Source: an optimization exercise on an open RTL-to-GDS flow (aim: a short achievable clock period and few clock cycles). Production flows keep margins and buffers that such runs may drop.
Where RTL was checked, it was by simulation tests only, not by an equivalence proof against the original.
The RTL of runs 2 and 3 was laid out without a check of its function.
Power is estimated from default activity; no workload was simulated.

==> flow/design.v <==
module wblsm_core (
    input  wire        clk,
    input  wire        rst,
    input  wire [31:0] prog_len,
    output wire [31:0] prog_addr,
    input  wire [31:0] prog_data,
    output wire [1:0]  status,
    output wire [2:0]  cause,
    output wire [31:0] result,
    output wire [4:0]  depth
);
    localparam ST_RUN   = 2'd0;
    localparam ST_END   = 2'd1;
    localparam ST_PANIC = 2'd2;
    localparam ST_FAULT = 2'd3;
    localparam C_NONE      = 3'd0;
    localparam C_DIV_ZERO  = 3'd1;
    localparam C_MEM_RANGE = 3'd2;
    localparam C_STACK_OVF = 3'd3;
    localparam C_FRAME_OVF = 3'd4;
    localparam O_LOAD  = 0;
    localparam O_WRITE = 1;
    localparam O_LC0   = 2;
    localparam O_LC1   = 3;
    localparam O_DUP   = 4;
    localparam O_POP   = 5;
    localparam O_JUMP  = 6;
    localparam O_CALL  = 7;
    localparam O_RET   = 8;
    localparam O_PANIC = 9;
    localparam O_ADD   = 10;
    localparam O_SUB   = 11;
    localparam O_MUL   = 12;
    localparam O_DIV   = 13;
    localparam O_MOD   = 14;
    reg [31:0] pa;               
    reg [31:0] pa_o;             
    reg [31:0] da;               
    reg        dv;               
    reg [31:0] plen_q;
    reg [31:0] ea;               
    reg        ev;               
    reg        eend;             
    reg [14:0] eop;              
    reg        epre;             
    reg [1:0]  status_q;
    reg [2:0]  cause_q;
    reg [31:0] res_q;
    reg [4:0]  dep_q;
    reg [4:0]  sp;               
    reg [31:0] T;                
    reg [5:0]  Tl;               
    reg [31:0] Tm, Nm;           
    reg [31:0] N;                
    reg [447:0] sh;              
    reg [3:0]  fp;               
    reg [4:0]  fb_top;           
    reg [31:0] fr_top;
    reg [34:0] fa_b;             
    reg [223:0] fa_r;            
    reg [511:0] mem;             
    reg        pend;             
    reg        pfix;             
    reg        nred;             
    reg [31:0] Nc;
    reg [31:0] m_r0, m_r1, m_r2, m_r3, m_r4, m_r5;
    reg        dbusy;
    reg [4:0]  dcnt;
    reg [31:0] dq;               
    reg [31:0] dr;               
    reg [31:0] db1;
    reg [33:0] db3;
    reg        dmod;
    assign prog_addr = pa_o;
    assign status    = status_q;
    assign cause     = cause_q;
    assign result    = res_q;
    assign depth     = dep_q;
    wire        d_hi0  = (prog_data[31:5] == 27'd0);
    wire [14:0] d_op   = d_hi0 ? (15'd1 << prog_data[4:0]) : 15'd0;
    wire        d_jc   = d_hi0 && (prog_data[4:1] == 4'b0011);      
    wire        d_rt   = d_hi0 && (prog_data[4:0] == 5'd8);         
    wire        d_end  = (da >= plen_q);
    wire run  = (status_q == ST_RUN);
    reg  has1, has2, full;           
    reg  has_frm, ffull;             
    reg  trunc, trunc2;              
    wire [31:0] rd3  = sh[31:0];
    wire [31:0] rd4  = sh[63:32];
    wire        dup_ok  = (T[31:4] == 28'd0) && (T[3:0] != 4'd15);
    wire [479:0] below  = {sh, N};
    wire [31:0] dup_val = dup_ok ? below[32*Tl[3:0] +: 32] : 32'd0;
    wire        load_bad  = (T > 32'd60);
    wire        write_bad = (N > 32'd60);
    wire [543:0] mem_x    = {32'd0, mem};
    wire [31:0] ld_w0     = mem_x[32*Tl[5:2] +: 32];
    wire [31:0] ld_w1     = mem_x[32*Tl[5:2] + 32 +: 32];
    wire [63:0] ld_pair   = {ld_w1, ld_w0} >> {Tl[1:0], 3'b000};
    wire [31:0] load_val  = ld_pair[31:0];
    wire [63:0] st_pair   = {32'd0, T} << {N[1:0], 3'b000};
    wire [7:0]  st_mask   = 8'b0000_1111 << N[1:0];
    wire [31:0] add_val = N + T;
    wire [31:0] sub_val = N - T;
    wire [4:0]  fb_next  = fa_b[4:0];            
    wire [31:0] fr_next  = fa_r[31:0];
    wire [31:0] ea1 = ea + 32'd1;
    function [4:0] lz2f;
        input [31:0] a;
        integer j;
        begin
            lz2f = 5'd16;
            for (j = 0; j < 16; j = j + 1)
                if (a[2*j +: 2] != 2'b00) lz2f = 5'd15 - j[4:0];
        end
    endfunction
    wire [4:0]  d_lz  = lz2f(N);
    wire [31:0] d_nsh = N << {d_lz, 1'b0};
    function [63:0] csa;         
        input [31:0] x, y, z;
        begin
            csa = {((x & y) | (x & z) | (y & z)) << 1, x ^ y ^ z};
        end
    endfunction
    reg [31:0] a0 [0:16];
    reg [31:0] a1 [0:11];
    reg [31:0] a2 [0:7];
    reg [31:0] a3 [0:5];
    reg [2:0]  bd;
    reg [31:0] bm;
    integer i;
    always @* begin
        a0[16] = 32'd0;
        for (i = 0; i < 16; i = i + 1) begin
            bd = {Tm[2*i+1], Tm[2*i], (i == 0) ? 1'b0 : Tm[2*i-1]};
            case (bd)
            3'b001, 3'b010: bm = Nm;
            3'b011:         bm = Nm << 1;
            3'b100:         bm = ~(Nm << 1);
            3'b101, 3'b110: bm = ~Nm;
            3'b111:         bm = 32'hFFFF_FFFF;
            default:        bm = 32'd0;
            endcase
            a0[i] = bm << (2*i);
            a0[16][2*i] = bd[2];
        end
        for (i = 0; i < 5; i = i + 1)
            {a1[2*i+1], a1[2*i]} = csa(a0[3*i], a0[3*i+1], a0[3*i+2]);
        a1[10] = a0[15]; a1[11] = a0[16];
        for (i = 0; i < 4; i = i + 1)
            {a2[2*i+1], a2[2*i]} = csa(a1[3*i], a1[3*i+1], a1[3*i+2]);
        for (i = 0; i < 2; i = i + 1)
            {a3[2*i+1], a3[2*i]} = csa(a2[3*i], a2[3*i+1], a2[3*i+2]);
        a3[4] = a2[6]; a3[5] = a2[7];
    end
    wire [31:0] b0, b1, b2, b3, b4, b5, b6, b7;
    assign {b1, b0} = csa(m_r0, m_r1, m_r2);
    assign {b3, b2} = csa(m_r3, m_r4, m_r5);
    assign {b5, b4} = csa(b0, b1, b2);
    assign {b7, b6} = csa(b4, b5, b3);
    wire [33:0] d_x  = {dr, dq[31:30]};
    wire [34:0] d_m1 = {1'b0, d_x} - {3'b0, db1};
    wire [34:0] d_m2 = {1'b0, d_x} - {2'b0, db1, 1'b0};
    wire [34:0] d_m3 = {1'b0, d_x} - {1'b0, db3};
    reg  [31:0] d_nr;
    reg  [1:0]  d_qd;
    always @* begin
        if (!d_m3[34])      begin d_nr = d_m3[31:0]; d_qd = 2'd3; end
        else if (!d_m2[34]) begin d_nr = d_m2[31:0]; d_qd = 2'd2; end
        else if (!d_m1[34]) begin d_nr = d_m1[31:0]; d_qd = 2'd1; end
        else                begin d_nr = d_x[31:0];  d_qd = 2'd0; end
    end
    wire is_push = eop[O_LC0] | eop[O_LC1];
    wire [31:0] push_c = {31'd0, eop[O_LC1]};
    wire rd_N    = (eop[O_WRITE] && has2) || is_push || (eop[O_DUP] && has1) ||
                   ((eop[O_POP] || eop[O_JUMP] || eop[O_CALL]) && has1) ||
                   (eop[O_RET] && has_frm && trunc) ||
                   ((eop[O_SUB] || eop[O_MUL] || eop[O_DIV] || eop[O_MOD]) && has2);
    wire nres    = nred && !pend && !pfix && !dbusy && rd_N;
    wire e_run   = !pend && !pfix && !dbusy && !nres;
    wire m_push  = pend && is_push && !full;         
    wire m_fix   = pend && !m_push;                  
    wire d_done  = dbusy && (dcnt == 5'd16);
    wire f_load  = e_run && eop[O_LOAD] && has1;
    wire f_write = e_run && eop[O_WRITE] && has2;
    wire f_push  = (e_run && is_push) || m_push;
    wire f_dup   = e_run && eop[O_DUP] && has1;
    wire f_pop   = e_run && (eop[O_POP] || eop[O_JUMP]) && has1;
    wire f_jump  = e_run && eop[O_JUMP] && has1;
    wire f_call  = e_run && eop[O_CALL] && has1;
    wire f_ret   = e_run && eop[O_RET] && has_frm;
    wire f_add   = e_run && eop[O_ADD] && has2;
    wire f_sub   = e_run && eop[O_SUB] && has2;
    wire f_mul   = e_run && eop[O_MUL] && has2;
    wire f_div   = e_run && (eop[O_DIV] || eop[O_MOD]) && has2;
    wire t_zero  = (T == 32'd0);
    wire [31:0] a3s, a3c;
    assign {a3c, a3s} = csa(N, Nc, T);
    wire [31:0] add3_val = a3s + a3c;                
    wire [31:0] nres_val = N + Nc;
    wire [31:0] pfix_val = dq + dr;
    wire f_add2  = f_add && !nred;
    wire f_add3  = f_add && nred;
    wire x_load  = f_load && load_bad;
    wire x_write = f_write && write_bad;
    wire x_push  = f_push && full;
    wire x_call  = f_call && ffull;
    wire x_div   = f_div && t_zero;
    wire sT_c    = f_push && !full;
    wire sT_ld   = f_load && !load_bad;
    wire sT_r3   = f_write && !write_bad;
    wire sT_N    = f_pop || (f_call && !ffull) || (f_ret && trunc);
    wire sT_div  = d_done;
    wire sT_hold = !(sT_c || sT_ld || sT_r3 || f_dup || sT_N || f_add || f_sub ||
                     pfix || sT_div);
    wire [31:0] T_n = ({32{sT_hold}} & T)       | ({32{sT_c}}   & push_c)  |
                      ({32{sT_ld}}   & load_val) | ({32{sT_r3}}  & rd3)     |
                      ({32{f_dup}}   & dup_val)  | ({32{sT_N}}   & N)       |
                      ({32{f_add2}}  & add_val)  | ({32{f_add3}} & add3_val) |
                      ({32{f_sub}}   & sub_val)  | ({32{pfix}}   & pfix_val) |
                      ({32{sT_div}}  & (dmod ? dr : dq));
    wire sN_r3   = f_pop || f_call || (f_ret && trunc) || f_add || f_sub || f_mul || d_done;
    wire sN_T    = e_run && is_push;
    wire sN_hold = !(m_push || nres || sN_T || f_write || sN_r3);
    wire [31:0] N_n = ({32{sN_hold}} & N)   | ({32{m_push}} & b6) |
                      ({32{nres}}    & nres_val) |
                      ({32{sN_T}}    & T)   | ({32{f_write}} & rd4)    |
                      ({32{sN_r3}}   & rd3);
    wire sh_dn  = f_push;
    wire sh_up2 = f_write;
    wire sh_up1 = sN_r3;
    wire sp_inc = sT_c;
    wire sp_dec2 = sT_r3;
    wire sp_dec = sT_N || f_add || f_sub || f_mul || d_done;
    wire [4:0] sp_n = sp_inc ? sp + 5'd1 : sp_dec ? sp - 5'd1 : sp_dec2 ? sp - 5'd2 : sp;
    wire mem_w    = f_write;
    wire call_w   = f_call && !ffull;
    wire ret_w    = f_ret && !trunc2;        
    wire pend_n   = f_mul;
    wire div_start = f_div && !t_zero;
    wire div_step = dbusy && !d_done;
    wire div_done = d_done;
    wire [1:0] st_n = (e_run && eend) ? ST_END :
                      (x_load || x_write || x_push || x_call || x_div) ? ST_FAULT :
                      (e_run && eop[O_PANIC]) ? ST_PANIC : ST_RUN;
    wire [2:0] ca_n = (x_load || x_write) ? C_MEM_RANGE : x_push ? C_STACK_OVF :
                      x_call ? C_FRAME_OVF : x_div ? C_DIV_ZERO : C_NONE;
    wire taken  = (f_jump && T != ea) || (call_w && T != ea) || (ret_w && fr_top != ea);
    wire stall  = ((m_fix || pfix) && ev) || nres || div_step || div_start ||
                  (f_ret && trunc2);
    wire redir  = e_run && (epre ? !(taken || (f_ret && trunc2)) : taken);
    wire [31:0] tgt = epre ? ea1 : f_ret ? fr_top : T;
    wire [3:0]  fp_n   = call_w ? fp + 4'd1 : ret_w ? fp - 4'd1 : fp;
    wire        x_ok   = dv && !d_end && !redir && !stall;
    wire        jc_ok  = x_ok && (sp_n != 5'd0) && (sT_hold || f_add2);
    wire        rt_ok  = x_ok && (fp_n != 4'd0);
    wire        d_jcx  = d_jc && jc_ok;
    wire        d_rtx  = d_rt && rt_ok;
    wire        d_xfer = d_jcx || d_rtx;
    wire [31:0] fr_top_n = call_w ? ea1 : ret_w ? fr_next : fr_top;
    wire [4:0]  fb_top_n = call_w ? sp - 5'd1 : ret_w ? fb_next : fb_top;
    wire [31:0] jc_tgt = sT_hold ? T : add_val;
    wire [31:0] pa_base = redir ? tgt : stall ? ea1 : pa + 32'd1;
    wire        ld_go  = !redir && !stall && dv && !d_end;
    wire        hold   = stall && !redir;
    wire [31:0] pa_nx  = ({32{d_jcx}} & jc_tgt) | ({32{d_rtx}} & fr_top_n) |
                         ({32{!d_xfer}} & pa_base);
    always @(posedge clk)
        if (rst) pa_o <= 32'd0;
        else     pa_o <= pa_nx;
    always @(posedge clk) begin
        res_q <= run ? T_n : T;
        dep_q <= run ? sp_n : sp;
    end
    wire end_now = (st_n == ST_RUN) && !stall && !redir && !pend_n && !m_fix &&
                   dv && d_end;
    wire [1:0] status_n = end_now ? ST_END : st_n;
    integer k;
    always @(posedge clk) begin
        plen_q <= prog_len;
        m_r0 <= a3[0]; m_r1 <= a3[1]; m_r2 <= a3[2];
        m_r3 <= a3[3]; m_r4 <= a3[4]; m_r5 <= a3[5];
        if (rst) begin
            Tl <= 6'h3F;
            Tm <= 32'hFFFF_FFFF;
            Nm <= 32'hFFFF_FFFF;
        end else begin
            Tl <= T_n[5:0];
            if (run) begin
                Tm <= T_n;
                Nm <= N_n;
            end
        end
        if (rst) begin
            pa       <= 32'd0;
            da       <= 32'd0;
            dv       <= 1'b0;
            ev       <= 1'b0;
            eend     <= 1'b0;
            eop      <= 15'd0;
            epre     <= 1'b0;
            ea       <= 32'd0;
            status_q <= ST_RUN;
            cause_q  <= C_NONE;
            sp       <= 5'd0;
            T        <= 32'd0;
            N        <= 32'd0;
            fp       <= 4'd0;
            mem      <= 512'd0;
            sh       <= 448'd0;
            pend     <= 1'b0;
            pfix     <= 1'b0;
            has1     <= 1'b0;
            has2     <= 1'b0;
            full     <= 1'b0;
            has_frm  <= 1'b0;
            ffull    <= 1'b0;
            trunc    <= 1'b0;
            trunc2   <= 1'b0;
            nred     <= 1'b0;
            dbusy    <= 1'b0;
            dcnt     <= 5'd0;
        end else if (run) begin
            status_q <= status_n;
            cause_q  <= ca_n;
            sp   <= sp_n;
            T    <= T_n;
            N    <= N_n;
            pend <= pend_n;
            has1    <= (sp_n != 5'd0);
            has2    <= (sp_n >= 5'd2);
            full    <= (sp_n == 5'd16);
            has_frm <= (fp_n != 4'd0);
            ffull   <= (fp_n == 4'd8);
            trunc   <= ({1'b0, sp_n} > {1'b0, fb_top_n});
            trunc2  <= ({1'b0, sp_n} > {1'b0, fb_top_n} + 6'd1);
            pfix <= m_fix;
            if (m_push) begin
                Nc   <= b7;
                nred <= 1'b1;
            end else if (nres || f_add3) begin
                nred <= 1'b0;
            end
            if (sh_dn)       sh <= {sh[415:0], N};
            else if (sh_up1) sh <= {32'd0, sh[447:32]};
            else if (sh_up2) sh <= {64'd0, sh[447:64]};
            if (call_w) begin
                fp     <= fp + 4'd1;
                fb_top <= sp - 5'd1;
                fr_top <= ea1;
                fa_b <= {fa_b[29:0], fb_top};
                fa_r <= {fa_r[191:0], fr_top};
            end
            if (ret_w) begin
                fp     <= fp - 4'd1;
                fb_top <= fb_next;
                fr_top <= fr_next;
                fa_b   <= {5'd0, fa_b[34:5]};
                fa_r   <= {32'd0, fa_r[223:32]};
            end
            if (mem_w)
                for (k = 0; k < 64; k = k + 1) begin
                    if (k[5:2] == N[5:2] && st_mask[k[1:0]])
                        mem[8*k +: 8] <= st_pair[8*k[1:0] +: 8];
                    if (k[5:2] == N[5:2] + 4'd1 && k[5:2] != 4'd0 && st_mask[4 + k[1:0]])
                        mem[8*k +: 8] <= st_pair[32 + 8*k[1:0] +: 8];
                end
            if (div_start) begin
                dbusy <= 1'b1;
                dcnt  <= d_lz;
                dq    <= d_nsh;
                dr    <= 32'd0;
                db1   <= T;
                db3   <= {2'b0, T} + {1'b0, T, 1'b0};
                dmod  <= eop[O_MOD];
            end else if (m_fix) begin
                dq   <= b6;
                dr   <= b7;
            end else if (div_step) begin
                dr   <= d_nr;
                dq   <= {dq[29:0], d_qd};
                dcnt <= dcnt + 5'd1;
            end else if (div_done) begin
                dbusy <= 1'b0;
            end
            da <= pa;
            pa   <= pa_nx;
            dv   <= !redir && !stall && !d_xfer;
            epre <= d_xfer;
            eop  <= (d_op & {15{ld_go}}) | (eop & {15{hold}});
            if (redir) begin
                ev   <= 1'b0;
                eend <= 1'b0;
            end else if (!stall) begin
                ev   <= dv;
                eend <= dv & d_end;
                ea   <= da;
            end
        end
    end
endmodule
==> flow/flow/run.sh <==
#!/bin/bash
# Standard synthesis, then the standard layout with timing repair aimed
# below the design's period (a larger setup margin).
set -euo pipefail
bash standard.sh synth > synth.log 2>&1
bash standard.sh SETUP_SLACK_MARGIN=8.5 finish > layout.log 2>&1
==> flow/standard.sh <==
#!/bin/bash
# synth_recipe.tcl (not shown) runs the flow's synth.tcl, then flattens the netlist and writes it again
# the make line also repeats each setting of config.mk as NAME=value (left out here)
make -C /OpenROAD-flow-scripts/flow DESIGN_CONFIG=/design/flow/config.mk WORK_HOME=/design/flow/orfs CLKGATE_MAP_FILE= SYNTH_SCRIPT=/design/flow/synth_recipe.tcl "${@:-finish}"
==> flow/config.mk <==
export PLATFORM = sky130hd
export DESIGN_NAME = wblsm_core
export DESIGN_NICKNAME = wblsm_core
export VERILOG_FILES = /design/flow/design.v
export SDC_FILE = /design/flow/constraint.sdc
export NUM_CORES = 8
export LEC_CHECK = 0
export ABC_CLOCK_PERIOD_IN_PS = 3000
export CAP_MARGIN = 20
export CORE_MARGIN = 2
export CORE_UTILIZATION = 45
export PLACE_DENSITY = 0.65
export SLEW_MARGIN = 20
==> flow/constraint.sdc <==
create_clock -name core_clock -period 12.0 [get_ports {clk}]
set_input_delay 2.4000 -clock core_clock [delete_from_list [all_inputs] [get_ports {clk}]]
set_output_delay 2.4000 -clock core_clock [all_outputs]
set_load 0.01 [all_outputs]
==> flow_summary.toml, run 1 <==
[outcome]
status = "finished clean"

[global_route]
antenna_found_initial = 41
grt_pass1_vias = 118981
grt_overflow_total = 0
grt_max_degree = 213
grt_pass1_wl_um = 838000
gr-usage-all-layers_pct = 38.0

[sta]
drv_slew = 0
fmax_mhz = 244
rsz0062_at_grt = "yes"
final.setup.tns_ps = 0
fin_skew_ps = 102
worst_pin_slew_ps = 1240
hold_violations = 0
period_minus_slack_ps = 4090
timing.final.ws_setup_ps = 7910
relSlewSlack_pct = 17.0
setup_viol = 0
fin_crit_sh_pct = 34.1

[routing]
first_pass_iters = 7
antenna_left = 0
vias_per_cell = 6.52
drcViolationCount = 0
finalWirelength_um = 603000
wl_per_cell_um = 29.1
drt_first_iter_violations = 20264
via_count = 135028

[die]
placeableCoreArea_um2 = 291000
start_util_pct = 45.1
io_pins = 140
die-area_um2 = 296000
die_width_um = 544
rows = 198
die_h_um = 544

[critical_path]
critPathKind = "reg -> reg"
crit_fanout = 4
cp-end-kind = "flop"
required_ps = 12880
cp-start-kind = "flop"
critPathArrivalTime_ps = 4970
rrSetupSlack_ps = 7910

[logic_synthesis]
synth.area.top_cells = "dfxtp_1, edfxtp_1, nand2_1"
ys_ff_latch = 1905
synth_nets = 17339
ys_seq_area_share_pct = 32.5
synth_ff_type = "dfxtp_1"
yosys.area.top_type = "dfxtp_1"
synth_edf_count = 453
syn_area_um2 = 131000
synth_async_sr_flop_share_pct = 0
yosysWarnings = 5
yosysTopAreaCellShare_pct = 22.2
avgSynthCellArea_um2 = 7.90
synthDistinctLibCells = 94
synthCells = 16607

[cts]
clkSlewWorstSetupHoldPaths_ps = 70
h-tree-depth = 4
clkLatencyLatePin_ps = 1020
root_buffer = "clkbuf_16"
clkSinkCount = 1905
cts-buffers-inserted = 216
cts_tree = "built"
clock_path_buffers = 4

[run]
cap_violations = 0

[place]
portBuffers = 139
dpl.hpwl_um = 369000
gp_congestion = 1.07
dpl_worst_slack_ps = 6170

[pwr]
p_leak_uw = 0.0595
ir_drop_v = 0.000269
power.density_nw_per_um2 = 128
p_total_uw = 20400

[cells_and_area]
fill_cells = 26238
drive_gt1_share_pct = 17.4
syn2layout_area_growth_pct = 21.1
nNetsFinal = 17317

[min_path]
min_path_type = "reg -> reg"
flip-flops by register name, summed over array words and instances, names as in the netlist, 34 cells and up:
name and count:
mem 512, sh 448, fa_r 224, fa_b 35, db3 34
power by group:
group	internal, uW	switching, uW	total [uW]
logic	2260	4090	6350
registers	6830	242	7070
clock network	3880	3050	6940
total	13000	7380	20400
routing by layer:
metal	routed length [um]	track usage, %
met1	224000	49.1
met2	247000	54.0
met3	80600	11.6
met4	51000	26.5
met5	504	0
critical path, stage by stage, from the launching register on:
cell	delay (ps)
edfxtp_1	470
buf_4	190
fa_1	500
ha_4	210
nor2_1	240
a21oi_4	120
o211a_1	260
o31a_1	350
o211ai_1	220
buf_4	170
buf_6	100
nand3_4	90
a21o_1	210
a21oi_2	170
xor2_2	260
o211ai_1	220
a21boi_2	220
worst paths after layout:
kind / startpoint / end / cells after the start
setup / recovery: Nc[4] / res_q[27] / 16
hold / removal: mem[509] / mem[509] / 2
setup reg to reg: Nc[4] / res_q[27] / 16
hold reg to reg: mem[509] / mem[509] / 2
through the flow:
| stage | utilization [%] | hold slack (ps) | instances | instance area [um^2] |
|---|---|---|---|---|
| after global routing | 54.6 | 474 | 20682 | 159000 |
| final | 54.7 | 452 | 20697 | 159000 |
| after floorplan | - | 329 | 16607 | 132000 |
| after global placement | 46.6 | 439 | 19510 | 136000 |
| after detailed placement | 46.7 | 443 | 19513 | 136000 |
| after CTS | 52.8 | 452 | 20396 | 153000 |
layout by cell type (no fill, tap or decap), types with 53 or more instances in the layout:
cell       instances
clkbuf_16        259
o22ai_1          153
nand2_1         3379
fa_1             221
nor2b_1           69
buf_12           124
xnor2_1          304
a221o_1           98
dfxtp_1         1307
a21o_1           117
o21ai_0          791
a21oi_1         1659
mux2i_1          206
ha_1             391
nand3_1          583
xor2_1           116
a211oi_1         407
a31oi_1           66
nand4_1           71
and2_1            83
o21a_1            55
mux4_2           324
o211ai_1         547
a21oi_2           58
nor2_2            53
nor2_1          1272
nand2b_1          55
buf_6            186
buf_4            671
buf_16            75
nor3_1            69
maj3_1           219
o21ai_1           92
and3_1            85
inv_1            438
edfxtp_1         453
dfxtp_4          106
layout make-up:
cell class	count	area [um^2]	share of cell area [%]
Inverter	485	1950	1.23
Timing Repair Buffer	1227	14800	9.34
Antenna cell	27	67.6	0.0425
Timing Repair inverter	4	33.8	0.0213
Clock inverter	99	996	0.627
Multi-Input combinational cell	12746	86700	54.6
Tap cell	3900	4880	3.07
Sequential cell	1905	43100	27.2
Clock buffer	304	6200	3.91
kinds of logic after synthesis:
family / after synthesis / synth area share (%)
simple gates: 6044 / 19.1
compound gates: 4735 / 22.4
buf+inv: 1969 / 5.68
flops: 1905 / 32.5
fa+ha+maj: 885 / 9.36
mux: 619 / 7.86
xor+xnor: 450 / 3.00
what timing repair did:
item                       4_1_cts  5_1_grt
setup buffers                  394      233
setup endpoints to repair     2094     1308
hold buffers                     0        0
pin swaps                      267      307
gates cloned                    86       39
gates resized for setup       1647      646
cell usage after synthesis, drive strengths merged, types with 23 or more instances:
| master | instances |
|---|---|
| a211o | 26 |
| a211oi | 451 |
| a21boi | 30 |
| a21o | 117 |
| a21oi | 1733 |
| a221o | 99 |
| a221oi | 73 |
| a22oi | 40 |
| a311oi | 61 |
| a31oi | 84 |
| and2 | 92 |
| and3 | 92 |
| buf | 232 |
| clkbuf | 1252 |
| dfxtp | 1452 |
| edfxtp | 453 |
| fa | 234 |
| ha | 432 |
| inv | 479 |
| maj3 | 219 |
| mux2 | 47 |
| mux2i | 248 |
| mux4 | 324 |
| nand2 | 3410 |
| nand2b | 60 |
| nand3 | 603 |
| nand4 | 71 |
| nor2 | 1359 |
| nor2b | 75 |
| nor3 | 137 |
| nor4 | 32 |
| o211ai | 548 |
| o21a | 57 |
| o21ai | 952 |
| o21bai | 37 |
| o221ai | 54 |
| o22ai | 157 |
| o31ai | 23 |
| or2 | 25 |
| or3 | 26 |
| xnor2 | 321 |
| xor2 | 129 |
Testbench counts, summed over its fixed seeds: cycles 579,235.
==> run 2, diff against run 1 <==
--- a/flow/design.v
+++ b/flow/design.v
@@ -254,15 +254,13 @@
     wire        jc_ok  = x_ok && (sp_n != 5'd0) && (sT_hold || f_add2);
     wire        rt_ok  = x_ok && (fp_n != 4'd0);
-    wire        d_jcx  = d_jc && jc_ok;
-    wire        d_rtx  = d_rt && rt_ok;
-    wire        d_xfer = d_jcx || d_rtx;
+    wire        d_xfer = (d_jc && jc_ok) || (d_rt && rt_ok);
     wire [31:0] fr_top_n = call_w ? ea1 : ret_w ? fr_next : fr_top;
     wire [4:0]  fb_top_n = call_w ? sp - 5'd1 : ret_w ? fb_next : fb_top;
     wire [31:0] jc_tgt = sT_hold ? T : add_val;
+    wire [31:0] d_tgt  = prog_data[3] ? fr_top_n : jc_tgt;
     wire [31:0] pa_base = redir ? tgt : stall ? ea1 : pa + 32'd1;
     wire        ld_go  = !redir && !stall && dv && !d_end;
     wire        hold   = stall && !redir;
-    wire [31:0] pa_nx  = ({32{d_jcx}} & jc_tgt) | ({32{d_rtx}} & fr_top_n) |
-                         ({32{!d_xfer}} & pa_base);
+    wire [31:0] pa_nx  = d_xfer ? d_tgt : pa_base;
     always @(posedge clk)
         if (rst) pa_o <= 32'd0;
==> run 2 against run 1 <==
Still clean on timing, DRC and antenna. Utilization rose by 1.2 points. Sequential share of layout area fell by 0.62 points. Hold slack got worse by 3.3 ps. Maximum frequency fell by 8.2%. Sequential cell count did not move. Synthesized cell count rose by 0.51%. Largest cell class unchanged.
==> flow_summary.toml, run 2 <==
[logic_synthesis]
synthDistinctLibCells = 102
avgSynthCellArea_um2 = 7.92
syn_area_um2 = 132000
yosysTopAreaCellShare_pct = 22.0
synth.area.top_cells = "dfxtp_1, edfxtp_1, nand2_1"
ys_seq_area_share_pct = 32.3
synthCells = 16691
yosys.area.top_type = "dfxtp_1"
ys_ff_latch = 1905
synth_async_sr_flop_share_pct = 0
synth_edf_count = 453
synth_ff_type = "dfxtp_1"
synthTopCellsByCount = "nand2_1, a21oi_1, dfxtp_1"
yosysWarnings = 5
synth_nets = 17423
synth.most_common_cell = "nand2_1"

[cts]
clkLatencyLatePin_ps = 990
cts-buffers-inserted = 219
root_buffer = "clkbuf_16"
clkSinkCount = 1905
clock_path_buffers = 4
h-tree-depth = 4
cts_tree = "built"
clkSlewWorstSetupHoldPaths_ps = 70

[pwr]
power_switching_uw = 7140
sw_frac_of_total_pct = 35.4
power.density_nw_per_um2 = 124
p_seq_share_pct = 34.9
p_leak_uw = 0.0615
comb_power_share_pct = 29.5
p_total_uw = 20200
ir_drop_v = 0.000389
power.internal_uw = 13000
clkPwrFrac_pct = 35.6

[critical_path]
required_ps = 12870
crit_fanout = 6
critPathKind = "in -> reg"
critPathArrivalTime_ps = 5330
cp-start-kind = "primary input"
cp-end-kind = "flop"

[routing]
finalWirelength_um = 626000
wl_per_cell_um = 30.0
via_count = 137501
drt_first_iter_violations = 20564
antenna_left = 0
vias_per_cell = 6.59
first_pass_iters = 9
drcViolationCount = 0

[die]
placeableCoreArea_um2 = 292000
die-area_um2 = 298000
rows = 198
start_util_pct = 45.3
die_width_um = 546
die_h_um = 546
io_pins = 140

[cells_and_area]
final_common_cell = "nand2_1"
syn2layout_area_growth_pct = 23.1
largest_reg_flops = 512
nNetsFinal = 17489
final_area_um2 = 163000
seq_area_um2 = 43200
multiInputGateArea_um2 = 88200
fill_cells = 26118
drive_gt1_share_pct = 18.5
layout_common_cells = "nand2_1, a21oi_1, dfxtp_1, nor2_1, o21ai_0"
final_cells = 20873
reg_top3 = "mem (512), sh (448), fa_r (224)"
regMostFlops = "mem"

[sta]
rsz0062_at_grt = "yes"
fin_skew_ps = 102
holdWs_ps = 449
drv_slew = 0
fmax_mhz = 224
relSlewSlack_pct = 20.4
hold_violations = 0
period_minus_slack_ps = 4460
final.setup.tns_ps = 0
worst_pin_slew_ps = 1190
setup_viol = 0
fin_crit_sh_pct = 37.2

[place]
dpl.hpwl_um = 378000
portBuffers = 139
gp_congestion = 1.09
post_dp_cell_area_um2 = 136000
dp_cells = 19600

[global_route]
gr-usage-all-layers_pct = 39.2
grt_pass1_vias = 121830
antenna_found_initial = 46
grt_overflow_total = 0
grt_max_degree = 142
grt_pass1_wl_um = 873000

[outcome]
status = "finished clean"

[run]
cap_violations = 0

[min_path]
min_path_type = "reg -> reg"
==> run 2: worst paths after layout <==
| path | start | to | slack (ps) | cells after the start |
|---|---|---|---|---|
| setup reg to reg | T[14] | pa_o[19] | 7680 | 13 |
| setup / recovery | prog_data[17] | pa[28] | 7540 | 17 |
| hold reg to reg | fa_r[193] | fa_r[161] | 450 | 2 |
| hold / removal | fa_r[193] | fa_r[161] | 450 | 2 |
==> run 2: critical path, cell delays in order <==
cell       delay (ps)
buf_2             100
nor4_1            260
nand4_1           180
nor2_4            160
buf_12            140
nand2_4            50
or4_4             480
buf_6             150
nor4_4            280
o2111ai_2         220
o21ai_4           170
buf_6             160
buf_12            100
buf_16            130
buf_6             100
o311a_1           180
o31ai_1            80
==> run 2: layer usage <==
| layer | vias up | routed length (um) | GRT usage [%] |
|---|---|---|---|
| met1 | 65612 | 230000 | 50.1 |
| li1 | 59834 | - | - |
| met2 | 9620 | 252000 | 55.0 |
| met5 | - | 274 | 0.256 |
| met4 | 34 | 57300 | 28.7 |
| met3 | 2401 | 86500 | 12.7 |
==> run 2: area by class of cell <==
type / count / area share (%)
multi-input cells: 12803 / 54.2
repair inverters: 4 / 0.0208
diodes: 31 / 0.0477
repair buffers: 1323 / 10.3
inverters: 501 / 1.26
flip-flops and latches: 1905 / 26.5
well taps: 3900 / 3.00
clock buffers: 301 / 3.90
clock inverters: 105 / 0.719
==> run 2: power by group through the flow <==
| stage | Clock [uW] | Combinational [uW] | Sequential [uW] |
|---|---|---|---|
| 5_1_grt | 7420 | 6090 | 7050 |
| 2_1_floorplan | 0 | 2570 | 7020 |
| 6_report | 7170 | 5950 | 7040 |
| 3_5_place_dp | 0 | 4810 | 7200 |
| 4_1_cts | 7160 | 5460 | 7030 |
| 3_3_place_gp | 0 | 4760 | 7210 |
==> run 2: cell families (layout without fill, tap and decap cells) <==
group,after synthesis,count (layout),synth area share [%]
AOI/OAI and AO/OA,4782,4785,22.5
adders and majority gates,886,886,9.30
DFF,1905,1905,32.3
xor gates and xnor gates,418,418,2.77
other,0,31,0
buffers and inverters,1993,2234,5.75
and+or+nand+nor,6041,6048,19.1
muxes,666,666,8.25
==> run 2: what timing repair did <==
action | in CTS | in global routing
pin swaps | 280 | 268
hold buffers | 0 | 0
setup endpoints to repair | 2116 | 1248
resized for setup | 2021 | 621
buffers inserted | 485 | 213
gates cloned | 102 | 35
==> run 2: metrics by stage <==
| stage | worst slack, ps | utilization [%] |
|---|---|---|
| CTS | 7680 | 53.9 |
| global route | 7480 | 55.8 |
| finish | 7540 | 55.8 |
| global placement | 5370 | 46.6 |
| detailed placement | 5340 | 46.7 |
| floorplan | 4260 | - |
==> run 3, diff against run 2 <==
--- a/flow/design.v
+++ b/flow/design.v
@@ -83,7 +83,7 @@
     wire        d_end  = (da >= plen_q);
     wire run  = (status_q == ST_RUN);
-    reg  has1, has2, full;           
-    reg  has_frm, ffull;             
-    reg  trunc, trunc2;              
+    wire has1 = (sp != 5'd0);
+    wire has2 = (sp >= 5'd2);
+    wire full = (sp == 5'd16);
     wire [31:0] rd3  = sh[31:0];
     wire [31:0] rd4  = sh[63:32];
@@ -102,4 +102,8 @@
     wire [31:0] add_val = N + T;
     wire [31:0] sub_val = N - T;
+    wire        has_frm  = (fp != 4'd0);
+    wire        ffull    = (fp == 4'd8);
+    wire        trunc    = (sp > fb_top);
+    wire        trunc2   = (sp > fb_top + 5'd1);     
     wire [4:0]  fb_next  = fa_b[4:0];            
     wire [31:0] fr_next  = fa_r[31:0];
@@ -252,11 +256,9 @@
     wire [3:0]  fp_n   = call_w ? fp + 4'd1 : ret_w ? fp - 4'd1 : fp;
     wire        x_ok   = dv && !d_end && !redir && !stall;
-    wire        jc_ok  = x_ok && (sp_n != 5'd0) && (sT_hold || f_add2);
+    wire        jc_ok  = x_ok && (sp_n != 5'd0);
     wire        rt_ok  = x_ok && (fp_n != 4'd0);
     wire        d_xfer = (d_jc && jc_ok) || (d_rt && rt_ok);
     wire [31:0] fr_top_n = call_w ? ea1 : ret_w ? fr_next : fr_top;
-    wire [4:0]  fb_top_n = call_w ? sp - 5'd1 : ret_w ? fb_next : fb_top;
-    wire [31:0] jc_tgt = sT_hold ? T : add_val;
-    wire [31:0] d_tgt  = prog_data[3] ? fr_top_n : jc_tgt;
+    wire [31:0] d_tgt  = prog_data[3] ? fr_top_n : T_n;
     wire [31:0] pa_base = redir ? tgt : stall ? ea1 : pa + 32'd1;
     wire        ld_go  = !redir && !stall && dv && !d_end;
@@ -266,8 +268,4 @@
         if (rst) pa_o <= 32'd0;
         else     pa_o <= pa_nx;
-    always @(posedge clk) begin
-        res_q <= run ? T_n : T;
-        dep_q <= run ? sp_n : sp;
-    end
     wire end_now = (st_n == ST_RUN) && !stall && !redir && !pend_n && !m_fix &&
                    dv && d_end;
@@ -308,11 +306,4 @@
             pend     <= 1'b0;
             pfix     <= 1'b0;
-            has1     <= 1'b0;
-            has2     <= 1'b0;
-            full     <= 1'b0;
-            has_frm  <= 1'b0;
-            ffull    <= 1'b0;
-            trunc    <= 1'b0;
-            trunc2   <= 1'b0;
             nred     <= 1'b0;
             dbusy    <= 1'b0;
@@ -321,15 +312,10 @@
             status_q <= status_n;
             cause_q  <= ca_n;
+            res_q    <= T_n;
+            dep_q    <= sp_n;
             sp   <= sp_n;
             T    <= T_n;
             N    <= N_n;
             pend <= pend_n;
-            has1    <= (sp_n != 5'd0);
-            has2    <= (sp_n >= 5'd2);
-            full    <= (sp_n == 5'd16);
-            has_frm <= (fp_n != 4'd0);
-            ffull   <= (fp_n == 4'd8);
-            trunc   <= ({1'b0, sp_n} > {1'b0, fb_top_n});
-            trunc2  <= ({1'b0, sp_n} > {1'b0, fb_top_n} + 6'd1);
             pfix <= m_fix;
             if (m_push) begin
==> run 3 against run 2 <==
Largest power group unchanged. Worst setup slack gained 100 ps. Utilization grew 4.8 points. Critical endpoint is now depth[2]. Wire length grew 11%. First-iteration DRC count grew 15%. Synthesized cell count grew 1.1%. Maximum frequency grew 2.3%. Sequential share of layout area shrank 2.3 points. Via count grew 6.4%. Combinational power shrank 5.7%. Final cell count grew 4.3%.
==> flow_summary.toml, run 3 <==
[cts]
root_buffer = "clkbuf_16"
clkSlewWorstSetupHoldPaths_ps = 80
clkLatencyLatePin_ps = 1010
clkSinkCount = 1898
h-tree-depth = 4
cts_hold_buf = 0
cts_tree = "built"
clock_path_buffers = 4
cts-buffers-inserted = 219

[cells_and_area]
final_common_cell = "nand2_1"
layout_common_cells = "nand2_1, nor2_1, a21oi_1, dfxtp_1, o21ai_0"
reg_top3 = "mem (512), sh (448), fa_r (224)"
final_cells = 21764
nNetsFinal = 18348
drive_gt1_share_pct = 24.2
regMostFlops = "mem"
syn2layout_area_growth_pct = 33.8
utilization_pct = 60.6
largest_reg_flops = 512

[logic_synthesis]
yosys.area.top_type = "dfxtp_1"
yosysWarnings = 5
yosysTopAreaCellShare_pct = 21.2
synth_nets = 17595
synth.area.top_cells = "dfxtp_1, edfxtp_1, nand2_1"
synth.most_common_cell = "nand2_1"
synth_ff_type = "dfxtp_1"
synth_edf_count = 490
synthTopCellsByCount = "nand2_1, nor2_1, a21oi_1"
ys_ff_latch = 1898
syn_area_um2 = 133000
ys_seq_area_share_pct = 32.2
synth_async_sr_flop_share_pct = 0
avgSynthCellArea_um2 = 7.89
synthDistinctLibCells = 121
synthCells = 16867

[critical_path]
cp_cell_sequence = "buf_6"
critPathBufInv = 1
cp-start-kind = "flop"
cp-end-kind = "output port"
max_stage_delay_ps = 770
crit_fanout = 1
critPathKind = "reg -> out"
required_ps = 9600
crit_slowest_cell = "edfxtp_1"
critPathArrivalTime_ps = 1960
crit_family = "flip-flops"

[place]
dpl_worst_slack_ps = 5540
gp_congestion = 1.09
dp_cells = 19826
portBuffers = 139
dpl.hpwl_um = 414000

[die]
placeableCoreArea_um2 = 294000
die-area_um2 = 300000
io_pins = 140
die_h_um = 548
rows = 199
start_util_pct = 45.3
die_width_um = 548

[routing]
wl_met1_um = 248000
via_count = 146287
drt_first_iter_violations = 23665
drcViolationCount = 0
wl_per_cell_um = 32.0
vias_per_cell = 6.72
finalWirelength_um = 697000
top_layer = "met5"
route.met3.wl_um = 99000
antenna_left = 0
dr_wl_met2_um = 279000
first_pass_iters = 10

[global_route]
grt_overflow_total = 0
grt_max_degree = 131
grt_pass1_vias = 126264
gr-usage-all-layers_pct = 41.9
grt_pass1_wl_um = 927000
antenna_found_initial = 45

[sta]
hold_violations = 0
period_minus_slack_ps = 4360
fmax_mhz = 229
timing.final.ws_setup_ps = 7640
setup_viol = 0
relSlewSlack_pct = 5.48
fin_crit_sh_pct = 36.3
drv_slew = 0
holdWs_ps = 453
fin_skew_ps = 118
rsz0062_at_grt = "yes"
final.setup.tns_ps = 0
worst_pin_slew_ps = 1380

[min_path]
min_path_type = "reg -> reg"

[pwr]
p_leak_uw = 0.0684
clkPwrFrac_pct = 36.6
sw_frac_of_total_pct = 35.1
comb_power_share_pct = 28.2
power_switching_uw = 6970
power.internal_uw = 12900
p_seq_share_pct = 35.2
ir_drop_v = 0.000286
power.density_nw_per_um2 = 112

[outcome]
status = "finished clean"

[run]
cap_violations = 0
[run 3: cell types whose count changed after synthesis, sizes merged, moves of 44 or more]
| cell | delta |
|---|---|
| nand3 | +86 |
| mux2i | +175 |
| nor2 | +229 |
| dfxtp | -44 |
| a21oi | -132 |
| mux4 | -88 |
| buf | +101 |
| nand2 | -177 |
| clkbuf | -99 |
[run 3: timing repair]
action,in CTS,in global routing
cloned,161,148
endpoints found under the setup margin,2285,1770
resized for setup,2514,1574
pin swaps,475,710
setup buffers,729,454
[run 3: worst paths after layout]
| check | start | endpoint | slack [ps] | cells past startpoint |
|---|---|---|---|---|
| hold / removal | mem[319] | mem[319] | 450 | 2 |
| setup / recovery | dep_q[2] | depth[2] | 7640 | 1 |
| setup reg to reg | T[18] | pa[28] | 7720 | 11 |
| hold reg to reg | mem[319] | mem[319] | 450 | 2 |
[run 3: power groups by stage]
stage	registers, uW	logic [uW]	clock network [uW]
after global routing	7010	5780	7490
after detailed placement	7190	4870	0
after floorplan	7030	2590	0
final	7000	5610	7260
after CTS	7010	5250	7220
after global placement	7190	4840	0
[run 3: area by class of cell]
type,instances,area [um^2]
Fill cell,24514,116000
Timing Repair inverter,4,37.5
Clock buffer,315,6370
Tap cell,3919,4900
Inverter,498,2010
Timing Repair Buffer,1982,27000
Clock inverter,91,1180
Multi-Input combinational cell,13017,93200
Antenna cell,40,100
Sequential cell,1898,43200
[run 3: layer usage]
metal,up-vias,track usage [%]
met2,11095,58.7
met3,3168,14.1
met4,29,32.2
li1,62009,-
met1,69986,52.7
met5,-,0.902
[run 3: stage by stage]
step           power [uW]  area [um^2]
3_5_place_dp        12100       137000
6_report            19900       178000
4_1_cts             19500       165000
2_1_floorplan        9630       133000
3_3_place_gp        12000       137000
5_1_grt             20300       178000
[run 3: logic make-up (layout without fill, tap and decap cells)]
kind of cell	after synthesis	after routing	synth area share, %
simple gates	6199	6235	19.6
compound gates	4716	4720	22.3
other cells	0	40	0
flops	1898	1898	32.2
buf+inv	1992	2890	5.83
xor+xnor	431	431	2.84
mux	750	750	8.00
fa+ha+maj	881	881	9.19
==> run 4, diff against run 3 <==
--- a/flow/design.v
+++ b/flow/design.v
@@ -77,13 +77,9 @@
     assign result    = res_q;
     assign depth     = dep_q;
-    wire        d_hi0  = (prog_data[31:5] == 27'd0);
-    wire [14:0] d_op   = d_hi0 ? (15'd1 << prog_data[4:0]) : 15'd0;
-    wire        d_jc   = d_hi0 && (prog_data[4:1] == 4'b0011);      
-    wire        d_rt   = d_hi0 && (prog_data[4:0] == 5'd8);         
     wire        d_end  = (da >= plen_q);
     wire run  = (status_q == ST_RUN);
-    wire has1 = (sp != 5'd0);
-    wire has2 = (sp >= 5'd2);
-    wire full = (sp == 5'd16);
+    reg  has1, has2, full;           
+    reg  has_frm, ffull;             
+    reg  trunc, trunc2;              
     wire [31:0] rd3  = sh[31:0];
     wire [31:0] rd4  = sh[63:32];
@@ -102,8 +98,4 @@
     wire [31:0] add_val = N + T;
     wire [31:0] sub_val = N - T;
-    wire        has_frm  = (fp != 4'd0);
-    wire        ffull    = (fp == 4'd8);
-    wire        trunc    = (sp > fb_top);
-    wire        trunc2   = (sp > fb_top + 5'd1);     
     wire [4:0]  fb_next  = fa_b[4:0];            
     wire [31:0] fr_next  = fa_r[31:0];
@@ -249,23 +241,41 @@
     wire [2:0] ca_n = (x_load || x_write) ? C_MEM_RANGE : x_push ? C_STACK_OVF :
                       x_call ? C_FRAME_OVF : x_div ? C_DIV_ZERO : C_NONE;
-    wire taken  = (f_jump && T != ea) || (call_w && T != ea) || (ret_w && fr_top != ea);
-    wire stall  = ((m_fix || pfix) && ev) || nres || div_step || div_start ||
+    wire xfer   = f_jump || call_w || ret_w;
+    wire t_eq   = (T == ea);
+    wire r_eq   = (fr_top == ea);
+    wire x_eq   = ret_w ? r_eq : t_eq;
+    wire stall  = ((m_fix || pfix) && ev) || nres || div_step || f_div ||
                   (f_ret && trunc2);
-    wire redir  = e_run && (epre ? !(taken || (f_ret && trunc2)) : taken);
-    wire [31:0] tgt = epre ? ea1 : f_ret ? fr_top : T;
+    wire redir  = e_run && (epre ? ((!xfer && !(f_ret && trunc2)) || (xfer && x_eq)) : xfer);
+    wire [31:0] tgt = (epre || x_eq) ? ea1 : f_ret ? fr_top : T;
     wire [3:0]  fp_n   = call_w ? fp + 4'd1 : ret_w ? fp - 4'd1 : fp;
-    wire        x_ok   = dv && !d_end && !redir && !stall;
-    wire        jc_ok  = x_ok && (sp_n != 5'd0);
-    wire        rt_ok  = x_ok && (fp_n != 4'd0);
-    wire        d_xfer = (d_jc && jc_ok) || (d_rt && rt_ok);
+    wire        x_ok   = dv && !d_end && e_run && !epre && !eend;
+    wire        e_none = (eop == 15'd0);
+    wire        jc_ok  = x_ok && ((eop[O_ADD] && has2 && !nred) ||
+                                  (is_push && !full) || (e_none && has1));
+    wire        rt_ok  = x_ok && has_frm &&
+                         !(eop[O_JUMP] || eop[O_CALL] || eop[O_RET] ||
+                           eop[O_DIV] || eop[O_MOD]);
     wire [31:0] fr_top_n = call_w ? ea1 : ret_w ? fr_next : fr_top;
-    wire [31:0] d_tgt  = prog_data[3] ? fr_top_n : T_n;
+    wire [4:0]  fb_top_n = call_w ? sp - 5'd1 : ret_w ? fb_next : fb_top;
+    wire [31:0] jc_tgt = eop[O_ADD] ? add_val : is_push ? push_c : T;
     wire [31:0] pa_base = redir ? tgt : stall ? ea1 : pa + 32'd1;
     wire        ld_go  = !redir && !stall && dv && !d_end;
     wire        hold   = stall && !redir;
-    wire [31:0] pa_nx  = d_xfer ? d_tgt : pa_base;
+    wire [31:0] pa_nx;
+    wire [14:0] eop_nx;
+    wire        d_xfer;
+    wblsm_fetch_sel u_fsel (
+        .prog_data(prog_data), .jc_ok(jc_ok), .rt_ok(rt_ok),
+        .jc_tgt(jc_tgt), .rt_tgt(fr_top), .pa_base(pa_base),
+        .ld_go(ld_go), .hold(hold), .eop(eop),
+        .pa_nx(pa_nx), .eop_nx(eop_nx), .d_xfer(d_xfer));
     always @(posedge clk)
         if (rst) pa_o <= 32'd0;
         else     pa_o <= pa_nx;
+    always @(posedge clk) begin
+        res_q <= run ? T_n : T;
+        dep_q <= run ? sp_n : sp;
+    end
     wire end_now = (st_n == ST_RUN) && !stall && !redir && !pend_n && !m_fix &&
                    dv && d_end;
@@ -306,4 +316,11 @@
             pend     <= 1'b0;
             pfix     <= 1'b0;
+            has1     <= 1'b0;
+            has2     <= 1'b0;
+            full     <= 1'b0;
+            has_frm  <= 1'b0;
+            ffull    <= 1'b0;
+            trunc    <= 1'b0;
+            trunc2   <= 1'b0;
             nred     <= 1'b0;
             dbusy    <= 1'b0;
@@ -312,10 +329,15 @@
             status_q <= status_n;
             cause_q  <= ca_n;
-            res_q    <= T_n;
-            dep_q    <= sp_n;
             sp   <= sp_n;
             T    <= T_n;
             N    <= N_n;
             pend <= pend_n;
+            has1    <= (sp_n != 5'd0);
+            has2    <= (sp_n >= 5'd2);
+            full    <= (sp_n == 5'd16);
+            has_frm <= (fp_n != 4'd0);
+            ffull   <= (fp_n == 4'd8);
+            trunc   <= ({1'b0, sp_n} > {1'b0, fb_top_n});
+            trunc2  <= ({1'b0, sp_n} > {1'b0, fb_top_n} + 6'd1);
             pfix <= m_fix;
             if (m_push) begin
@@ -371,5 +393,5 @@
             dv   <= !redir && !stall && !d_xfer;
             epre <= d_xfer;
-            eop  <= (d_op & {15{ld_go}}) | (eop & {15{hold}});
+            eop  <= eop_nx;
             if (redir) begin
                 ev   <= 1'b0;
@@ -383,2 +405,25 @@
     end
 endmodule
+module wblsm_fetch_sel (
+    input  wire [31:0] prog_data,
+    input  wire        jc_ok,        
+    input  wire        rt_ok,        
+    input  wire [31:0] jc_tgt,
+    input  wire [31:0] rt_tgt,
+    input  wire [31:0] pa_base,      
+    input  wire        ld_go,        
+    input  wire        hold,         
+    input  wire [14:0] eop,
+    output wire [31:0] pa_nx,
+    output wire [14:0] eop_nx,
+    output wire        d_xfer
+);
+    wire        d_hi0 = (prog_data[31:5] == 27'd0);
+    wire [14:0] d_op  = d_hi0 ? (15'd1 << prog_data[4:0]) : 15'd0;
+    wire        d_jcx = d_hi0 && (prog_data[4:1] == 4'b0011) && jc_ok;    
+    wire        d_rtx = d_hi0 && (prog_data[4:0] == 5'd8) && rt_ok;       
+    assign d_xfer = d_jcx || d_rtx;
+    assign pa_nx  = ({32{d_jcx}} & jc_tgt) | ({32{d_rtx}} & rt_tgt) |
+                    ({32{!d_xfer}} & pa_base);
+    assign eop_nx = (d_op & {15{ld_go}}) | (eop & {15{hold}});
+endmodule
--- a/flow/config.mk
+++ b/flow/config.mk
@@ -12,2 +12,3 @@
 export PLACE_DENSITY = 0.65
 export SLEW_MARGIN = 20
+export SYNTH_HIERARCHICAL = 1
==> run 4 against run 3 <==
Combinational power is about 30% higher. Wire length is 7.4% lower. Critical path depth is 12 higher. Final cell count is 2.7% lower. Sequential cell count is 7 higher. Global-route usage is 4.2 points lower. Utilization is 2.5 points lower. Synthesized area is 0.84% lower. Clock-buffer cell count is 2 higher. Maximum frequency is 7.5% lower. Clock skew is 7.1 ps higher. Sequential power is 0.9% higher.
==> flow_summary.toml, run 4 <==
[routing]
first_pass_iters = 16
wl_per_cell_um = 30.5
drt_first_iter_violations = 23003
antenna_left = 0
drcViolationCount = 0
finalWirelength_um = 645000
vias_per_cell = 6.71
via_count = 142019

[logic_synthesis]
synth.most_common_cell = "nand2_1"
synthCells = 16703
synth_async_sr_flop_share_pct = 0
ys_ff_latch = 1905
yosys.area.top_type = "dfxtp_1"
yosysTopAreaCellShare_pct = 22.0
ys_seq_area_share_pct = 32.3
synth_edf_count = 453
synthTopCellsByCount = "nand2_1, a21oi_1, dfxtp_1"
synth_nets = 17436
avgSynthCellArea_um2 = 7.90
synthDistinctLibCells = 95
synth_ff_type = "dfxtp_1"
syn_area_um2 = 132000
synth.area.top_cells = "dfxtp_1, edfxtp_1, nand2_1"
yosysWarnings = 11

[cts]
cts-buffers-inserted = 225
cts_tree = "built"
clkLatencyLatePin_ps = 980
clkSlewWorstSetupHoldPaths_ps = 60
clock_path_buffers = 4
cts_hold_buf = 0
h-tree-depth = 4
clkSinkCount = 1905
root_buffer = "clkbuf_16"

[die]
die_width_um = 546
start_util_pct = 45.3
die-area_um2 = 298000
io_pins = 140
placeableCoreArea_um2 = 291000
rows = 198
die_h_um = 546

[sta]
final.setup.tns_ps = 0
drv_slew = 0
fin_crit_sh_pct = 39.3
hold_violations = 0
rsz0062_at_grt = "yes"
fin_skew_ps = 125
period_minus_slack_ps = 4710
setup_viol = 0
fmax_mhz = 212
worst_pin_slew_ps = 1410
relSlewSlack_pct = 5.33
holdWs_ps = 451

[global_route]
gr-usage-all-layers_pct = 37.7
grt_max_degree = 221
grt_pass1_vias = 119788
grt_overflow_total = 0
grt_pass1_wl_um = 844000
antenna_found_initial = 60

[critical_path]
r2r.worst_path.cells = 13
cp-start-kind = "flop"
crit_fanout = 10
required_ps = 12810
critPathKind = "reg -> reg"
critPathArrivalTime_ps = 5520
cp-end-kind = "flop"

[pwr]
p_leak_uw = 0.0645
power.density_nw_per_um2 = 128
ir_drop_v = 0.000206

[cells_and_area]
drive_gt1_share_pct = 21.1
syn2layout_area_growth_pct = 28.2
largest_reg_flops = 512
reg_top3 = "mem (512), sh (448), fa_r (224)"
nNetsFinal = 17798
fill_cells = 25116
regMostFlops = "mem"
final_common_cell = "nand2_1"
layout_common_cells = "nand2_1, a21oi_1, dfxtp_1, nor2_1, o21ai_0"

[place]
gp_congestion = 1.06
portBuffers = 139
dpl.hpwl_um = 366000

[outcome]
status = "finished clean"

[min_path]
hold_depth = 2
min_path_type = "reg -> reg"

[run]
cap_violations = 0
## run 4: layout make-up
| cell class | count | area, um^2 | share of cell area, % |
|---|---|---|---|
| antenna | 31 | 77.6 | 0.0459 |
| clock buffer | 317 | 6520 | 3.86 |
| clock inverter | 95 | 1150 | 0.681 |
| inverter | 555 | 2200 | 1.30 |
| multi-input combinational | 12777 | 89000 | 52.6 |
| sequential | 1905 | 43100 | 25.5 |
| tap | 3900 | 4880 | 2.88 |
| timing repair buffer | 1597 | 22200 | 13.1 |
| timing repair inverter | 4 | 42.5 | 0.0251 |
## run 4: cells by family after synthesis
logic type / count (synthesis) / synth area share (%)
buf+inv: 2045 / 6.05
xor+xnor: 407 / 2.70
mux: 663 / 8.02
fa+ha+maj: 885 / 9.31
simple gates: 6033 / 19.1
flops: 1905 / 32.3
compound gates: 4765 / 22.4
## run 4: what timing repair did
action	4_1_cts	5_1_grt
endpoints found under the setup margin	2223	1775
buffers inserted	414	440
pin swaps	280	634
cloned	103	197
resized for setup	1827	1192
## run 4: worst paths after layout
path	startpoint	end	slack [ps]
worst max-delay path	T[0]	pa[12]	7290
worst max register to register	T[0]	pa[12]	7290
worst min-delay path	mem[475]	mem[475]	450
worst min register to register	mem[475]	mem[475]	450
## run 4: worst max-delay path, stage by stage (launching register included)
cell      delay [ps]
dfxtp_1          320
buf_12           180
ha_2             240
fa_1             470
nand2b_2         220
a221oi_4         100
nor3_2           280
o31ai_1          180
a221o_1          420
xnor2_1          850
o21ai_0          620
a221o_1          490
nand2_1           70
a21oi_1           70
## run 4: per-layer routing
metal | vias to the layer above | track usage (%) | wire length [um]
met2 | 11084 | 52.8 | 255000
met3 | 2952 | 12.8 | 101000
met1 | 67692 | 50.5 | 235000
li1 | 60223 | - | -
met5 | - | 0 | 1090
met4 | 68 | 21.4 | 52900
## run 4: power by group
group	switching [uW]	total (uW)	internal, uW
Sequential	218	7060	6840
Clock	3090	7320	4240
Combinational	4680	7320	2640
## run 4: Yosys stat by module, one instance, submodules excluded
module           copies in the design  cells  cell area [um^2]  flip-flops and latches
wblsm_core                          1  16542            131000                    1905
wblsm_fetch_sel                     1    161              1170                       0
## run 4: metrics by stage
step                instances  power, uW  utilization (%)  setup WS [ps]  cell area, um^2
detailed placement      19579      13200             46.6           5870           136000
floorplan               16703      10500                -           6930           133000
global route            21154      22200             58.0           7490           169000
global placement        19578      13200             46.6           5640           136000
finish                  21181      21700             58.1           7290           169000
CTS                     20508      21000             53.4           7740           156000
Testbench counts of run 4, summed over its fixed seeds: cycles 579,335.
==> run 5, diff against run 4 <==
--- a/flow/design.v
+++ b/flow/design.v
@@ -247,6 +247,7 @@
     wire stall  = ((m_fix || pfix) && ev) || nres || div_step || f_div ||
                   (f_ret && trunc2);
-    wire redir  = e_run && (epre ? ((!xfer && !(f_ret && trunc2)) || (xfer && x_eq)) : xfer);
-    wire [31:0] tgt = (epre || x_eq) ? ea1 : f_ret ? fr_top : T;
+    wire redir  = e_run && !epre && xfer;
+    wire x_kill = epre && xfer && x_eq;
+    wire [31:0] tgt = x_eq ? ea1 : f_ret ? fr_top : T;
     wire [3:0]  fp_n   = call_w ? fp + 4'd1 : ret_w ? fp - 4'd1 : fp;
     wire        x_ok   = dv && !d_end && e_run && !epre && !eend;
@@ -391,5 +392,5 @@
             da <= pa;
             pa   <= pa_nx;
-            dv   <= !redir && !stall && !d_xfer;
+            dv   <= !redir && !stall && !d_xfer && !x_kill;
             epre <= d_xfer;
             eop  <= eop_nx;
==> run 5 against run 4 <==
Still clean. Synthesized cell count barely moved. Final cell count shrank 1.6%. First-iteration DRC count is 2.7% lower. Register-to-register slack better by 320 ps. Clock-buffer cell count down 2. Critical path type unchanged.
==> flow_summary.toml, run 5 <==
[cts]
cts_tree = "built"
h-tree-depth = 4
root_buffer = "clkbuf_16"
cts-buffers-inserted = 221
clkLatencyLatePin_ps = 970
clock_path_buffers = 4
clkSinkCount = 1905
clkSlewWorstSetupHoldPaths_ps = 70
cts_hold_buf = 0

[critical_path]
cp-start-kind = "flop"
required_ps = 12860
r2r.worst_path.cells = 16
r2r_start = "T[0]"
r2r_end = "Tm[28]"
cp-end-kind = "flop"
critPathArrivalTime_ps = 5260
crit_fanout = 4
rrSetupSlack_ps = 7610
critPathKind = "reg -> reg"

[logic_synthesis]
synth_xor_area_share_pct = 2.73
ys_ff_latch = 1905
synth_fa_ha_area_share_pct = 9.32
synthMuxAreaShare_pct = 8.23
synth-compound-area-share_pct = 22.4
synth_ff_type = "dfxtp_1"
synth_nets = 17422
synth.area.top_cells = "dfxtp_1, edfxtp_1, nand2_1"
synthCells = 16689
synth_top_family_by_area = "compound AO/OA/AOI/OAI gates"
yosysWarnings = 11
syn_area_um2 = 132000
avgSynthCellArea_um2 = 7.90
synth.most_common_cell = "nand2_1"
ys_seq_area_share_pct = 32.4
synthTopCellsByCount = "nand2_1, a21oi_1, dfxtp_1"
yosys.area.top_type = "dfxtp_1"
synth-simple-area-share_pct = 19.0
synth_edf_count = 453
synthDistinctLibCells = 100
synth_async_sr_flop_share_pct = 0
yosysTopAreaCellShare_pct = 22.0

[cells_and_area]
syn2layout_area_growth_pct = 23.2
nNetsFinal = 17461
seq_area_um2 = 43100
layout_common_cells = "nand2_1, a21oi_1, dfxtp_1, nor2_1, o21ai_0"
final_common_cell = "nand2_1"
fill_cells = 25973
reg_top3 = "mem (512), sh (448), fa_r (224)"
largest_reg_flops = 512
multiInputGateArea_um2 = 87800
drive_gt1_share_pct = 18.2
regMostFlops = "mem"

[sta]
fmax_mhz = 228
period_minus_slack_ps = 4390
fin_crit_sh_pct = 36.6
final.setup.tns_ps = 0
relSlewSlack_pct = 12.2
setup_viol = 0
worst_pin_slew_ps = 1300
rsz0062_at_grt = "yes"
fin_skew_ps = 80.1
hold_violations = 0
holdWs_ps = 452
drv_slew = 0

[place]
portBuffers = 139
dpl.hpwl_um = 393000
gp_congestion = 1.11

[min_path]
hold_depth = 2
holdPathEnd = "mem[410]"
min_path_type = "reg -> reg"
hp-start = "mem[410]"

[pwr]
power.density_nw_per_um2 = 131
p_leak_uw = 0.0614
ir_drop_v = 0.000399

[die]
io_pins = 140
die_h_um = 545
die_width_um = 545
rows = 198
placeableCoreArea_um2 = 291000
start_util_pct = 45.3
die-area_um2 = 297000

[global_route]
grt_pass1_vias = 119878
grt_max_degree = 117
grt_pass1_wl_um = 874000
antenna_found_initial = 53
grt_overflow_total = 0
gr-usage-all-layers_pct = 39.5

[outcome]
status = "finished clean"

[routing]
wl_per_cell_um = 30.8
antenna_left = 0
drt_first_iter_violations = 22389
vias_per_cell = 6.63
drcViolationCount = 0
first_pass_iters = 9
finalWirelength_um = 642000
via_count = 138183

[run]
cap_violations = 0
[run 5: changes by cell type in the layout (fill, tap and decap cells not counted), moves of 38 or more]
cell,before,now
buf_6,309,236
clkbuf_16,368,288
buf_8,87,49
nand2_1,3262,3439
o21ai_0,727,849
a211oi_2,113,48
nand2_2,82,22
nor2_4,95,35
buf_12,230,149
[run 5: worst max-delay path, stage by stage, from the launching register on]
cell	delay, ps
dfxtp_2	340
buf_12	120
ha_4	300
inv_8	80
fa_2	490
a211oi_2	300
o21bai_2	120
nor4_2	150
buf_4	180
o31ai_4	90
a221oi_4	490
o211ai_1	220
a221o_2	470
a2111oi_4	340
a41oi_2	80
o221a_4	350
o21ai_1	120
[run 5: layout make-up]
| cell class | count | area share [%] |
|---|---|---|
| Timing Repair Buffer | 1276 | 10.3 |
| Inverter | 523 | 1.26 |
| Clock inverter | 94 | 0.753 |
| Sequential cell | 1905 | 26.5 |
| Timing Repair inverter | 4 | 0.0216 |
| Multi-Input combinational cell | 12797 | 54.1 |
| Tap cell | 3900 | 3.00 |
| Clock buffer | 315 | 4.00 |
| Antenna cell | 37 | 0.0570 |
[run 5: Yosys stat by module, one instance, submodules excluded]
module / cells inside / flops+latches / cell area (um^2) / copies in the design
wblsm_fetch_sel: 161 / 0 / 1170 / 1
wblsm_core: 16528 / 1905 / 131000 / 1
[run 5: worst max path at each step]
stage / from / end / slack, ps
2_1_floorplan: rst / fa_b[0] / 4250
3_3_place_gp: eop[11] / pa[3] / 5890
3_5_place_dp: eop[11] / pa[20] / 5780
4_1_cts: T[0] / T[26] / 7920
5_1_grt: eop[8] / pa[3] / 7570
6_report: T[0] / Tm[28] / 7610
[run 5: cell families (layout without fill, tap and decap cells)]
family | after synthesis | after routing
buffers and inverters | 2000 | 2212
adders and majority gates | 885 | 885
xor gates and xnor gates | 411 | 411
muxes | 687 | 687
other | 0 | 37
AOI/OAI and AO/OA | 4772 | 4774
DFF | 1905 | 1905
and+or+nand+nor | 6029 | 6040
[run 5: layer usage]
metal | routed length, um | vias to the layer above | global-route usage (%)
li1 | - | 59423 | -
met1 | 237000 | 66028 | 51.5
met2 | 249000 | 10301 | 53.4
met3 | 100000 | 2395 | 15.2
met4 | 55300 | 36 | 26.6
met5 | 711 | - | 0
[run 5: power by group]
part	switching (uW)	internal, uW
clock	3130	4230
combinational	4660	2220
sequential	199	6810
[run 5: through the flow]
stage                     utilization, %  std cells  total power (uW)  cell area [um^2]  setup slack, ps
after floorplan                        -      16689              9760            132000             4250
after global placement              46.6      19630             12600            136000             5890
after detailed placement            46.7      19634             12700            136000             5780
after CTS                           53.3      20480             20400            155000             7920
after global routing                55.7      20823             21500            162000             7570
final                               55.8      20851             21300            162000             7610
[run 5: what timing repair did]
item,in CTS,in global routing
endpoints found under the setup margin,2136,1609
resized for setup,1854,671
pin swaps,326,251
cloned,93,91
buffers inserted,344,241
Testbench counts of run 5, summed over its fixed seeds: cycles 579,335.

-- port drivers added, routing unchanged --
Ports are ideal in the flow. The routed layouts listed here were re-timed in OpenROAD. Step 1 assumes that a clkbuf_16 drives the clock port and a buf_2 every other input. Step 2 moves the port delays by t, midway between the first and last clock arrival at a register: inputs arrive t later, outputs are due t later. That takes back most of the time a late clock gives input paths. a / b / c = ideal ports / drivers / drivers and shift; a / b = the first two.
run | t (ns) | setup WS [ns] | worst setup path after step 2
run 1 | 1.065 | 7.906 / 7.906 / 6.977 | input to register
run 2 | 1.052 | 7.540 / 7.616 / 6.565 | input to register
run 3 | 1.058 | 7.641 / 7.530 / 6.765 | input to register
run 4 | 1.022 | 7.289 / 7.289 / 7.077 | input to register
run 5 | 1.051 | 7.606 / 7.606 / 7.198 | input to register
After both steps every run listed still meets setup and hold. The setup slack of run 2, which loses most, moves by +0.076 ns with the drivers and by -0.975 ns with both steps.
